This is an optimization exercise on Yosys and OpenROAD, whose aim is small area, a short achievable clock period and few clock cycles per item, not a production implementation.
RTL that was checked went through simulation tests only; none was proved equivalent to the original.
Power is estimated from default activity; no workload was simulated.

==> flow/design.v <==
`timescale 1ns/1ps
module x64ptw_entry_decode (
    input  wire [1:0]  lv,
    input  wire [63:0] raw,
    output wire        leaf,
    output wire        big1g,         
    output wire        big2m,         
    output wire [4:0]  frame_shift,
    output wire [27:0] frame_ref,
    output wire        dirty,
    output wire        global_pg,
    output wire        pat,
    output wire [63:0] reserved,
    output wire        faulty
);
    wire l1 = (lv == 2'd0);
    wire l2 = (lv == 2'd1);
    wire l3 = (lv == 2'd2);
    wire l4 = (lv == 2'd3);
    assign big1g     = l3 & raw[7];
    assign big2m     = l2 & raw[7];
    assign leaf      = l1 | big1g | big2m;
    assign dirty     = leaf & raw[6];
    assign global_pg = leaf & raw[8];
    assign pat       = l1 ? raw[7] : ((big1g | big2m) & raw[12]);
    assign frame_shift = big1g ? 5'd30 : big2m ? 5'd21 : 5'd12;
    assign frame_ref[9:0]   = big1g ? raw[39:30] : big2m ? raw[30:21] : raw[21:12];
    assign frame_ref[18:10] = big1g ? 9'd0 : big2m ? raw[39:31] : raw[30:22];
    assign frame_ref[27:19] = (big1g | big2m) ? 9'd0 : raw[39:31];
    assign reserved[6:0]   = 7'd0;
    assign reserved[7]     = l4 & raw[7];
    assign reserved[12:8]  = 5'd0;
    assign reserved[20:13] = (big1g | big2m) ? raw[20:13] : 8'd0;
    assign reserved[29:21] = big1g ? raw[29:21] : 9'd0;
    assign reserved[39:30] = 10'd0;
    assign reserved[51:40] = raw[51:40];
    assign reserved[63:52] = 12'd0;
    assign faulty = (|raw[51:40]) | (l4 & raw[7]) |
                    ((big1g | big2m) & (|raw[20:13])) | (big1g & (|raw[29:21]));
endmodule
`timescale 1ns/1ps
module x64ptw (
    input  wire        clk,
    input  wire        rst,
    input  wire        cmd_valid,
    output wire        cmd_ready,
    input  wire [63:0] cmd_root,
    input  wire [63:0] cmd_va,
    input  wire        abort_req,
    output wire        mem_req_valid,
    input  wire        mem_req_ready,
    output wire [63:0] mem_req_addr,
    input  wire        mem_rsp_valid,
    input  wire [63:0] mem_rsp_data,
    input  wire        mem_rsp_err,
    output wire        ent_valid,
    output wire [2:0]  ent_level,
    output wire [8:0]  ent_index,
    output wire [63:0] ent_table_base,
    output wire [63:0] ent_raw,
    output wire        ent_leaf,
    output wire        ent_present,
    output wire        ent_writable,
    output wire        ent_user,
    output wire        ent_write_through,
    output wire        ent_cache_disable,
    output wire        ent_accessed,
    output wire        ent_exec_disable,
    output wire        ent_ps_valid,
    output wire        ent_ps,
    output wire        ent_dirty,
    output wire        ent_global,
    output wire        ent_pat,
    output wire [4:0]  ent_frame_shift,
    output wire [27:0] ent_frame_ref,
    output wire [63:0] ent_reserved,
    output wire        ent_faulty,
    output wire        rsp_valid,
    output wire [2:0]  rsp_status,
    output wire        rsp_mapped,
    output wire [63:0] rsp_page_base,
    output wire [4:0]  rsp_page_shift,
    output wire [29:0] rsp_page_offset,
    output wire [63:0] rsp_pa,
    output wire [2:0]  rsp_count,
    output wire [63:0] rsp_info
);
    reg        st_req;       
    reg        st_wait;      
    reg        st_done;      
    reg [1:0]  lv_q;         
    reg [63:0] va_q;
    reg [63:0] base_q;       
    reg [63:3] nxt_q;        
    reg        nxt_ok;       
    reg        nxt_canon;    
    wire [63:0] raw = mem_rsp_data;
    function [8:0] va_index(input [1:0] lv, input [63:0] va);
        case (lv)
            2'd3:    va_index = va[47:39];
            2'd2:    va_index = va[38:30];
            2'd1:    va_index = va[29:21];
            default: va_index = va[20:12];
        endcase
    endfunction
    wire [8:0]  index     = va_index(lv_q, va_q);
    wire [1:0]  lv_next   = lv_q - 2'd1;
    wire [8:0]  index_nxt = va_index(lv_next, va_q);
    wire [63:0] root_addr = base_q + {52'd0, va_q[47:39], 3'b000};
    wire [63:0] cur_addr  = (lv_q == 2'd3) ? root_addr : {base_q[63:12], index, 3'b000};
    wire canonical = (cmd_va[63:47] == 17'd0) || (cmd_va[63:47] == 17'h1FFFF);
    wire        d_leaf, d_big1g, d_big2m;
    wire [4:0]  d_shift;
    wire [27:0] d_frame;
    x64ptw_entry_decode u_dec (
        .lv         (lv_q),
        .raw        (raw),
        .leaf       (d_leaf),
        .big1g      (d_big1g),
        .big2m      (d_big2m),
        .frame_shift(d_shift),
        .frame_ref  (d_frame),
        .dirty      (ent_dirty),
        .global_pg  (ent_global),
        .pat        (ent_pat),
        .reserved   (ent_reserved),
        .faulty     (ent_faulty)
    );
    wire answer   = st_wait & mem_rsp_valid;
    wire stop     = mem_rsp_err | !raw[0] | d_leaf | abort_req;
    wire w_end    = answer & stop;                
    wire w_next   = answer & !stop;               
    wire idle     = !(st_req | st_wait | st_done);
    assign cmd_ready = idle | st_done | w_end;
    wire accept      = cmd_valid & cmd_ready;
    wire first_req   = accept & nxt_ok & nxt_canon;
    assign mem_req_valid = st_req | w_next | first_req;
    assign mem_req_addr  = (st_wait & !stop) ? {24'd0, raw[39:12], index_nxt, 3'b000} :
                           st_req ? cur_addr : {nxt_q, cmd_root[2:0]};
    always @(posedge clk) begin
        nxt_q     <= cmd_root[63:3] + {52'd0, cmd_va[47:39]};
        nxt_canon <= canonical;
        nxt_ok    <= cmd_valid & !accept;
    end
    always @(posedge clk) begin
        if (rst) begin
            st_req  <= 1'b0;
            st_wait <= 1'b0;
            st_done <= 1'b0;
        end else if (accept) begin
            st_req  <= canonical & !(nxt_ok & mem_req_ready);
            st_wait <= canonical & nxt_ok & mem_req_ready;
            st_done <= !canonical;
        end else if (w_next) begin
            st_req  <= !mem_req_ready;
            st_wait <= mem_req_ready;
        end else begin
            if (st_req & mem_req_ready) begin
                st_req  <= 1'b0;
                st_wait <= 1'b1;
            end
            if (w_end)
                st_wait <= 1'b0;
            st_done <= 1'b0;
        end
    end
    always @(posedge clk) begin
        if (cmd_ready) begin
            va_q   <= cmd_va;
            base_q <= cmd_root;
            lv_q   <= 2'd3;
        end else if (w_next) begin
            base_q <= {24'd0, raw[39:12], 12'd0};
            lv_q   <= lv_next;
        end
    end
    assign ent_valid         = answer & !mem_rsp_err;
    assign ent_level         = {1'b0, lv_q} + 3'd1;
    assign ent_index         = index;
    assign ent_table_base    = base_q;
    assign ent_raw           = raw;
    assign ent_leaf          = d_leaf;
    assign ent_present       = raw[0];
    assign ent_writable      = raw[1];
    assign ent_user          = raw[2];
    assign ent_write_through = raw[3];
    assign ent_cache_disable = raw[4];
    assign ent_accessed      = raw[5];
    assign ent_exec_disable  = raw[63];
    assign ent_ps_valid      = (lv_q != 2'd0);
    assign ent_ps            = (lv_q != 2'd0) & raw[7];
    assign ent_frame_shift   = d_shift;
    assign ent_frame_ref     = d_frame;
    wire mapped = st_wait & !mem_rsp_err & raw[0] & d_leaf;
    wire [29:0] offset = d_big1g ? va_q[29:0] :
                         d_big2m ? {9'd0, va_q[20:0]} : {18'd0, va_q[11:0]};
    wire [39:0] pbase  = {raw[39:30],
                          d_big1g ? 9'd0 : raw[29:21],
                          (d_big1g | d_big2m) ? 9'd0 : raw[20:12],
                          12'd0};
    assign rsp_valid       = st_done | w_end;
    assign rsp_status      = st_done ? 3'd1 :
                             mem_rsp_err ? 3'd2 :
                             (raw[0] & !d_leaf) ? 3'd7 : 3'd0;
    assign rsp_mapped      = mapped;
    assign rsp_page_base   = mapped ? {24'd0, pbase} : 64'd0;
    assign rsp_page_shift  = mapped ? d_shift : 5'd0;
    assign rsp_page_offset = mapped ? offset : 30'd0;
    assign rsp_pa          = mapped ? {24'd0, pbase | {10'd0, offset}} : 64'd0;
    assign rsp_count       = st_done ? 3'd0 : ({1'b0, ~lv_q} + {2'd0, !mem_rsp_err});
    assign rsp_info        = st_done ? va_q : mem_rsp_err ? cur_addr : 64'd0;
endmodule
==> flow/config.mk <==
export PLATFORM = sky130hd
export DESIGN_NAME = x64ptw
export DESIGN_NICKNAME = x64ptw
export VERILOG_FILES = /design/flow/design.v
export SDC_FILE = /design/flow/constraint.sdc
export NUM_CORES = 4
export LEC_CHECK = 0
export CAP_MARGIN = 20
export CORE_AREA = 5 5 275 275
export DIE_AREA = 0 0 280 280
export PLACE_DENSITY = 0.6
export SETUP_SLACK_MARGIN = 1.5
export SLEW_MARGIN = 20
==> flow/constraint.sdc <==
create_clock -name core_clock -period 6.0 [get_ports {clk}]
set_input_delay 1.2000 -clock core_clock [delete_from_list [all_inputs] [get_ports {clk}]]
set_output_delay 1.2000 -clock core_clock [all_outputs]
set_load 0.01 [all_outputs]
standard.sh (not shown) runs the stock make flow with config.mk's settings and CLKGATE_MAP_FILE= SYNTH_SCRIPT=/design/flow/synth_recipe.tcl, a recipe that flattens the netlist after the stock synthesis.
==> flow/flow/run.sh <==
#!/bin/bash
# Standard layout, with plain buffers (not delay cells) on the ports.
set -euo pipefail
export BUFFER_PORTS_ARGS="-buffer_cell sky130_fd_sc_hd__buf_1"
bash standard.sh > standard.log 2>&1
Then changed:
==> flow/flow/run.sh (replaced) <==
#!/bin/bash
# Standard layout with plain buffers (not delay cells) on the ports and with
# adders left to abc as plain gates (no ripple half/full adder cells).
set -euo pipefail
export BUFFER_PORTS_ARGS="-buffer_cell sky130_fd_sc_hd__buf_1"
export ADDER_MAP_FILE=
bash standard.sh > standard.log 2>&1
--- a/flow/config.mk
+++ b/flow/config.mk
@@ -7,2 +7,3 @@
 export LEC_CHECK = 0
+export ABC_CLOCK_PERIOD_IN_PS = 2000
 export CAP_MARGIN = 20
@@ -11,3 +12,4 @@
 export PLACE_DENSITY = 0.6
-export SETUP_SLACK_MARGIN = 1.5
+export SETUP_SLACK_MARGIN = 2.2
 export SLEW_MARGIN = 20
+export TNS_END_PERCENT = 10
Effect: Via count came out lower by 2.6%; sequential share of layout area came out higher by 0.26 points; hold slack is better by 44 ps.
Then changed:
==> flow/flow/run.sh (replaced) <==
#!/bin/bash
# Standard layout, with plain buffers (not delay cells) on the ports.
set -euo pipefail
export BUFFER_PORTS_ARGS="-buffer_cell sky130_fd_sc_hd__buf_1"
bash standard.sh > standard.log 2>&1
--- a/flow/config.mk
+++ b/flow/config.mk
@@ -7,3 +7,2 @@
 export LEC_CHECK = 0
-export ABC_CLOCK_PERIOD_IN_PS = 2000
 export CAP_MARGIN = 20
@@ -12,4 +11,2 @@
 export PLACE_DENSITY = 0.6
-export SETUP_SLACK_MARGIN = 2.2
 export SLEW_MARGIN = 20
-export TNS_END_PERCENT = 10
After rerunning:
- wire length stays flat
- power came out lower by a few percent
- register-to-register slack degrades by 1300 ps
- clock power climbs by a few percent
- worst setup slack gets worse by 1300 ps
- combinational power went down by about a fifth
- die area does not change
- core utilization went down by 2.5 points
- via count fell slightly
- area after synthesis grows slightly
Then changed:
--- a/flow/config.mk
+++ b/flow/config.mk
@@ -8,5 +8,6 @@
 export CAP_MARGIN = 20
-export CORE_AREA = 5 5 275 275
-export DIE_AREA = 0 0 280 280
+export CORE_AREA = 5 5 195 195
+export DIE_AREA = 0 0 200 200
 export PLACE_DENSITY = 0.6
+export SETUP_SLACK_MARGIN = 1.5
 export SLEW_MARGIN = 20
=> The changed run died in I/O pin placement (3_2_place_iop) with PPL-0024; area after synthesis does not change; synthesized cell count stays the same.
Function was not checked in any run of this note: the RTL went through the layout flow alone.

## v57
x64ptw, a different RTL version from the one above (not shown whole).
Size: ~1,500 cells after synthesis, roughly 140 flip-flops, about 750 I/O pins, roughly 12,000 sq um of cells after synthesis.
export LEC_CHECK = 0
export ABC_CLOCK_PERIOD_IN_PS = 2000
export CAP_MARGIN = 20
export CORE_AREA = 5 5 175 175
export CTS_BUF_LIST = sky130_fd_sc_hd__clkbuf_8 sky130_fd_sc_hd__clkbuf_16
export CTS_CLUSTER_SIZE = 12
export DIE_AREA = 0 0 180 180
export PLACE_DENSITY = 0.7
export SETUP_SLACK_MARGIN = 2.2
export SLEW_MARGIN = 20
export TNS_END_PERCENT = 10
create_clock -name core_clock -period 6.0 [get_ports {clk}]
==> flow/flow/run.sh <==
#!/bin/bash
# Standard layout with plain buffers (not delay cells) on the ports, adders
# left to abc as plain gates (no ripple half/full adder cells), and pins
# allowed one track apart so that the die can be smaller.
set -euo pipefail
export BUFFER_PORTS_ARGS="-buffer_cell sky130_fd_sc_hd__buf_1"
export ADDER_MAP_FILE=
export PLACE_PINS_ARGS="-min_distance 1 -min_distance_in_tracks"
bash standard.sh > standard.log 2>&1
v57: flow completed, timing, DRC and antenna clean
Testbench counts of v57, summed over its fixed seeds: cycles 21,377, walks 3,200.
The inputs of v21 differ from those of v57 as listed below.
- CORE_AREA now 5 5 195 195, was 5 5 175 175
- PLACE_DENSITY now 0.65, was 0.7
- DIE_AREA now 0 0 200 200, was 0 0 180 180
Final area delta (v57 -> v21): insignificant
When v21 is measured against v57, its worst reg2reg path depth turns out 1 higher.
From v57 to v21, count of clock buffers in the final design did not move at all.
In v21 relative to v57, routed wire length had gone up by a little under 10%.
v21 vs v57: worst setup slack down
v21: final RePlAce weighted congestion lower than v57
Edits applied to the flow inputs when going from v21 to v28:
- SETUP_SLACK_MARGIN changed from 2.2 to 1.9
Compared with v21, v28 shows final non-filler cell total that has gone down by a few percent.
v28 ended up with a higher final period utilization than v21 did.
From v21 to v28 the numbers moved as follows: final instance area lost about 4%; largest voltage drop on the vdd net fell 16%.
v28: wire length about 2.4% below v21
v21 has lower maximum number of pins on one net before global-route repair than v28.
Highest-delay cell along the critical path: sky130_fd_sc_hd__or4_4 -> v21, sky130_fd_sc_hd__a221o_1 -> v28
Between v21 and v28, the flow reports first-pass GRT wire length decreasing by a few percent.
[compare] base=v21 new=v28: total number of cells along the worst setup path moved down; count of sequential standard cells level.
In v28, the number of fill cells in the layout came out about 0.46% below the value in v21.
diff inputs: v28 => v50
- TNS_END_PERCENT now 25, was 10
- SETUP_SLACK_MARGIN now 2.2, was 1.9
==> summary.txt <==
v50 -> v28: post-route antenna net violation count delta 0, exact match
Compared with v28, v50 is hungrier on power.
Compared with v28, in v50 non-clock buffer count in the final layout increased by 7.8% relative to the old numbers; filler-free cell count of the finished design increased by about 2.1% relative to the old numbers.

## afterwards: timing with drivers on the ports
No port has a modelled driver above. Below, the same layouts with a new extraction and two added sets of constraints.
Step 1 (the two cells are an assumption about what drives the block):
set clk [get_ports {clk}]
set_driving_cell -lib_cell sky130_fd_sc_hd__clkbuf_16 $clk
set_driving_cell -lib_cell sky130_fd_sc_hd__buf_2 [delete_from_list [all_inputs] $clk]
Step 2, shift: input delay + t, output delay - t, t = (earliest + latest rising clock arrival at the registers) / 2. This alone moves slack from input paths to output paths.
Slacks: ideal ports / drivers / drivers and shift; pairs: ideal ports / drivers.
run | shift t [ns] | setup WS [ns] | clock arrival spread, ns
the first run of note 1 | 0.557 | 1.445 / 1.392 / 1.566 | 0.028 / 0.028
the second run of note 1 | 0.558 | 1.631 / 1.577 / 1.416 | 0.027 / 0.026
the third run of note 1 | 0.558 | 0.321 / 0.265 / 0.680 | 0.020 / 0.021
v57 | 0.471 | 2.028 / 1.981 / 1.942 | 0.016 / 0.016
v21 | 0.462 | 2.010 / 1.963 / 1.946 | 0.022 / 0.023
v28 | 0.469 | 1.903 / 1.808 / 1.808 | 0.011 / 0.011
v50 | 0.466 | 2.010 / 1.966 / 1.918 | 0.023 / 0.024
After both steps every run listed still meets setup and hold. The setup slack of the second run of note 1, which loses most, moves by -0.054 ns with the drivers and by -0.215 ns with both steps.
